This design comes from an exercise in tuning for small area on the open sky130 flow, not from production work.
In this exercise RTL edits were held to simulation tests only and were not proved equivalent to the original.
Power and IR drop assume default switching activity.

## before
Design autowater_brt, start of the top module:
module autowater_brt (
    input  wire        clk,
    input  wire        rst,
    input  wire        cmd_valid,
    input  wire [15:0] cmd,
    input  wire [7:0]  btn_in,
    input  wire        relay_active,
    input  wire        tick,
    input  wire        alarm_line,
    input  wire        sda_in,
    input  wire        scl_in,
    output wire        cmd_ready,
    output wire        busy,
    output wire [7:0]  res,
    output wire [71:0] g_out,
    output wire [7:0]  raw_out,
    output wire [7:0]  pressed_out,
    output wire [7:0]  upped_out,
    output wire [7:0]  long_out,
    output wire [7:0]  vlong_out,
    output wire [7:0]  keep_long_out,
    output wire [7:0]  keep_vlong_out,
    output wire [7:0]  dur_out,
    output wire [15:0] idle_out,
    output wire        idle_expired,
    output wire        pending_alarm,
    output wire        bus_idle,
    output wire [7:0]  bcon_out,
    output wire [7:0]  bstat_out,
    output wire        waiting_out,
    output wire [7:0]  cache_out,
    output wire        ill,
    output wire        sda_out_n,
    output wire        scl_out_n
);
Size: roughly 1300 cells after synthesis, about 220 flip-flops, ~230 I/O pins, roughly 0.010 sq mm of cells after synthesis.
==> flow/config.mk <==
export PLATFORM = sky130hd
export DESIGN_NAME = autowater_brt
export DESIGN_NICKNAME = autowater_brt
export VERILOG_FILES = /design/flow/design.v
export SDC_FILE = /design/flow/constraint.sdc
export NUM_CORES = 4
export LEC_CHECK = 0
export CAP_MARGIN = 20
export CORE_MARGIN = 2
export CORE_UTILIZATION = 55
export SLEW_MARGIN = 20
==> flow/constraint.sdc <==
create_clock -name core_clock -period 10.0 [get_ports {clk}]
set_input_delay 2.0000 -clock core_clock [delete_from_list [all_inputs] [get_ports {clk}]]
set_output_delay 2.0000 -clock core_clock [all_outputs]
set_load 0.01 [all_outputs]
standard.sh (not shown) runs the stock make flow with config.mk's settings and CLKGATE_MAP_FILE= SYNTH_SCRIPT=/design/flow/synth_recipe.tcl, a recipe that flattens the netlist after the stock synthesis.
==> flow/flow/run.sh <==
#!/bin/bash
# The standard ORFS layout (standard.sh) with these changes:
#  - synthesis: the same ORFS synthesis script, but ABC maps the logic for
#    area (flow/area.abc) instead of with the speed script, and adders are
#    left to ABC instead of being mapped to half/full adder cells first.
#    Registers are untouched, so they are the standard synthesis's.
#  - ports are buffered with the smallest buffer (buf_1);
#  - the clock tree is built from clkbuf_4 cells, without dummy loads.
# All tool output goes to standard.log (ORFS's step logs are under orfs/logs).
set -euo pipefail
HERE=$(pwd)
export MY_ABC_SCRIPT=$HERE/flow/area.abc
export BUFFER_PORTS_ARGS="-buffer_cell sky130_fd_sc_hd__buf_1"
export CTS_ARGS="-sink_clustering_enable -repair_clock_nets -dont_use_dummy_load -buf_list sky130_fd_sc_hd__clkbuf_4 -sink_clustering_size 8 -sink_clustering_max_diameter 40"
bash standard.sh SYNTH_SCRIPT=$HERE/flow/synth.tcl ADDER_MAP_FILE= finish > standard.log 2>&1
==> flow/flow/area.abc <==
strash
&get -n
&deepsyn -T 60
&put
dch -f
amap -F 5 -A 10
topo
==> flow/flow/synth.tcl <==
# The standard flow's synthesis script (synth_recipe.tcl), with ABC's -script argument
# replaced by MY_ABC_SCRIPT (an area-oriented mapping); nothing else changes.
proc synth {args} { yosys synth -nofsm -noshare {*}$args }
proc abc {args} {
  set i [lsearch -exact $args -script]
  if { $i >= 0 && [info exists ::env(MY_ABC_SCRIPT)] } {
    set args [lreplace $args [expr {$i + 1}] [expr {$i + 1}] $::env(MY_ABC_SCRIPT)]
  }
  yosys abc {*}$args
}
source $::env(SCRIPTS_DIR)/synth.tcl
# left out here: clear keep_hierarchy, flatten, clean up, hide names made inside functions, write 1_2_yosys.v
What after does differently from before at the input level:
==> flow/flow/area.abc <==
strash
&get -n
&deepsyn -T 600
&put
dch -f
amap -F 5 -A 10
topo
--- outcome ---
Share of total power in sequential cells: after > before. Both conditions hold for after: the flow ran to the end and the final layout passed the timing, design-rule and antenna checks. Wire: after routes less than before. As of after, cell area after placement had fallen slightly compared to before. Compared with before, after shows number of vias per cell that has gone down slightly.

Another version of the RTL of autowater_brt (not shown whole).
Size in the first run: ~1800 cells after synthesis, ~250 flip-flops, ~15000 um^2 of cells after synthesis.
Settings: LEC_CHECK=0, CAP_MARGIN=20, CORE_MARGIN=2, CORE_UTILIZATION=40, SLEW_MARGIN=20; clock period 10.0 ns.
run.sh (not shown) runs the stock make flow with config.mk's settings and CLKGATE_MAP_FILE= SYNTH_SCRIPT=/design/flow/synth_recipe.tcl, a recipe that flattens the netlist after the stock synthesis.
Stock flow here: none of the scripts above is used.
Change:
==> flow/flow/run.sh (new file) <==
#!/bin/bash
# The standard ORFS layout (standard.sh) with these changes:
#  - synthesis: the same ORFS synthesis script, but ABC maps the logic for
#    area (flow/area.abc) instead of with the speed script, and adders are
#    left to ABC instead of being mapped to half/full adder cells first.
#    Registers are untouched, so they are the standard synthesis's.
#  - ports are buffered with the smallest buffer (buf_1);
#  - the clock tree is built from clkbuf_4 cells, without dummy loads.
# All tool output goes to standard.log (ORFS's step logs are under orfs/logs).
set -euo pipefail
HERE=$(pwd)
export MY_ABC_SCRIPT=$HERE/flow/area.abc
export BUFFER_PORTS_ARGS="-buffer_cell sky130_fd_sc_hd__buf_1"
export CTS_ARGS="-sink_clustering_enable -repair_clock_nets -dont_use_dummy_load -buf_list sky130_fd_sc_hd__clkbuf_4 -sink_clustering_size 10 -sink_clustering_max_diameter 50"
bash standard.sh SYNTH_SCRIPT=$HERE/flow/synth.tcl ADDER_MAP_FILE= finish > standard.log 2>&1
==> flow/flow/area.abc (new file) <==
strash
&get -n
&deepsyn -T 60
&put
dch -f
map -a
mfs
map -a
topo
==> flow/flow/synth.tcl (new file) <==
proc synth {args} { yosys synth -nofsm -noshare {*}$args }
proc abc {args} {
  set i [lsearch -exact $args -script]
  if { $i >= 0 && [info exists ::env(MY_ABC_SCRIPT)] } {
    set args [lreplace $args [expr {$i + 1}] [expr {$i + 1}] $::env(MY_ABC_SCRIPT)]
  }
  yosys abc {*}$args
}
source $::env(SCRIPTS_DIR)/synth.tcl
# left out here: clear keep_hierarchy, flatten, clean up, hide names made inside functions, write 1_2_yosys.v
==> flow/standard.sh (new file) <==
#!/bin/bash
# synth_recipe.tcl (not shown) runs the flow's synth.tcl, then flattens the netlist and writes it again
# the make line also repeats each setting of config.mk as NAME=value (left out here)
make -C /OpenROAD-flow-scripts/flow DESIGN_CONFIG=/design/flow/config.mk WORK_HOME=/design/flow/orfs CLKGATE_MAP_FILE= SYNTH_SCRIPT=/design/flow/synth_recipe.tcl "${@:-finish}"
removed: flow/run.sh
- clock skew went up by 0.049 ns
- hold slack is about the same
- cell area went down by a quarter to a third
- setup slack is better by 1.9 ns
- clock-buffer cell count went down by 11
- sequential share of layout area went up by 12 points
- die area went down by about a fifth
- core utilization went down by 3.2 points
- synthesized area went down by about a fifth
- wire length went down by about a fifth
- final cell count went down by roughly a tenth
Change:
==> flow/flow/run.sh (replaced) <==
#!/bin/bash
# The standard ORFS layout (standard.sh) with two changes:
#  - ports are buffered with the smallest buffer (buf_1) instead of the
#    delay buffer buffer_ports picks by itself;
#  - the clock tree is built from clkbuf_4 cells, without dummy loads.
# Each tool's full output goes to standard.log (ORFS's own step logs are
# under orfs/logs).
set -euo pipefail
export BUFFER_PORTS_ARGS="-buffer_cell sky130_fd_sc_hd__buf_1"
export CTS_ARGS="-sink_clustering_enable -repair_clock_nets -dont_use_dummy_load -buf_list sky130_fd_sc_hd__clkbuf_4"
bash standard.sh > standard.log 2>&1
removed: flow/flow/area.abc
removed: flow/flow/synth.tcl
Cell count came out higher by 15%.
Via count came out higher by 19%.
Worst setup slack gets worse by 1.8 ns.
Count of clock-buffer cells in the layout came out higher by 41.
Wire length came out higher by 21%.
Design area came out higher by 27%.
Critical path depth came out lower by 5.

afterwards: timing with drivers on the ports:
Ports are ideal in the flow. The routed layouts listed here were re-timed in OpenROAD. Step 1, drivers: a clkbuf_16 drives clk and a buf_2 each remaining input, both assumed. Step 2 moves the port delays by t, midway between the first and last clock arrival at a register: inputs arrive t later, outputs are due t later. That takes back most of the time a late clock gives input paths. Three values: ideal, step 1, step 2; two values: the first two.
run	shift t [ns]	setup slack, ns	clock arrival spread, ns	worst register clock-pin slew, ns	worst slew at a driven data input, ns
before	0.643	1.696 / 1.696 / 1.696	0.096 / 0.097	0.10 / 0.10	0.05
after	0.637	1.357 / 1.357 / 1.357	0.086 / 0.085	0.10 / 0.10	0.06
the first run of note 2	0.618	1.441 / 1.441 / 1.183	0.030 / 0.030	0.06 / 0.06	0.05
the second run of note 2	0.750	3.324 / 3.324 / 2.685	0.080 / 0.080	0.12 / 0.12	0.10
the third run of note 2	0.746	1.572 / 1.572 / 1.572	0.059 / 0.059	0.06 / 0.06	0.06
After both steps setup and hold are still met in every run listed. For the second run of note 2, which loses most, drivers alone change the setup slack by 0.000 ns; drivers and shift together by -0.639 ns.
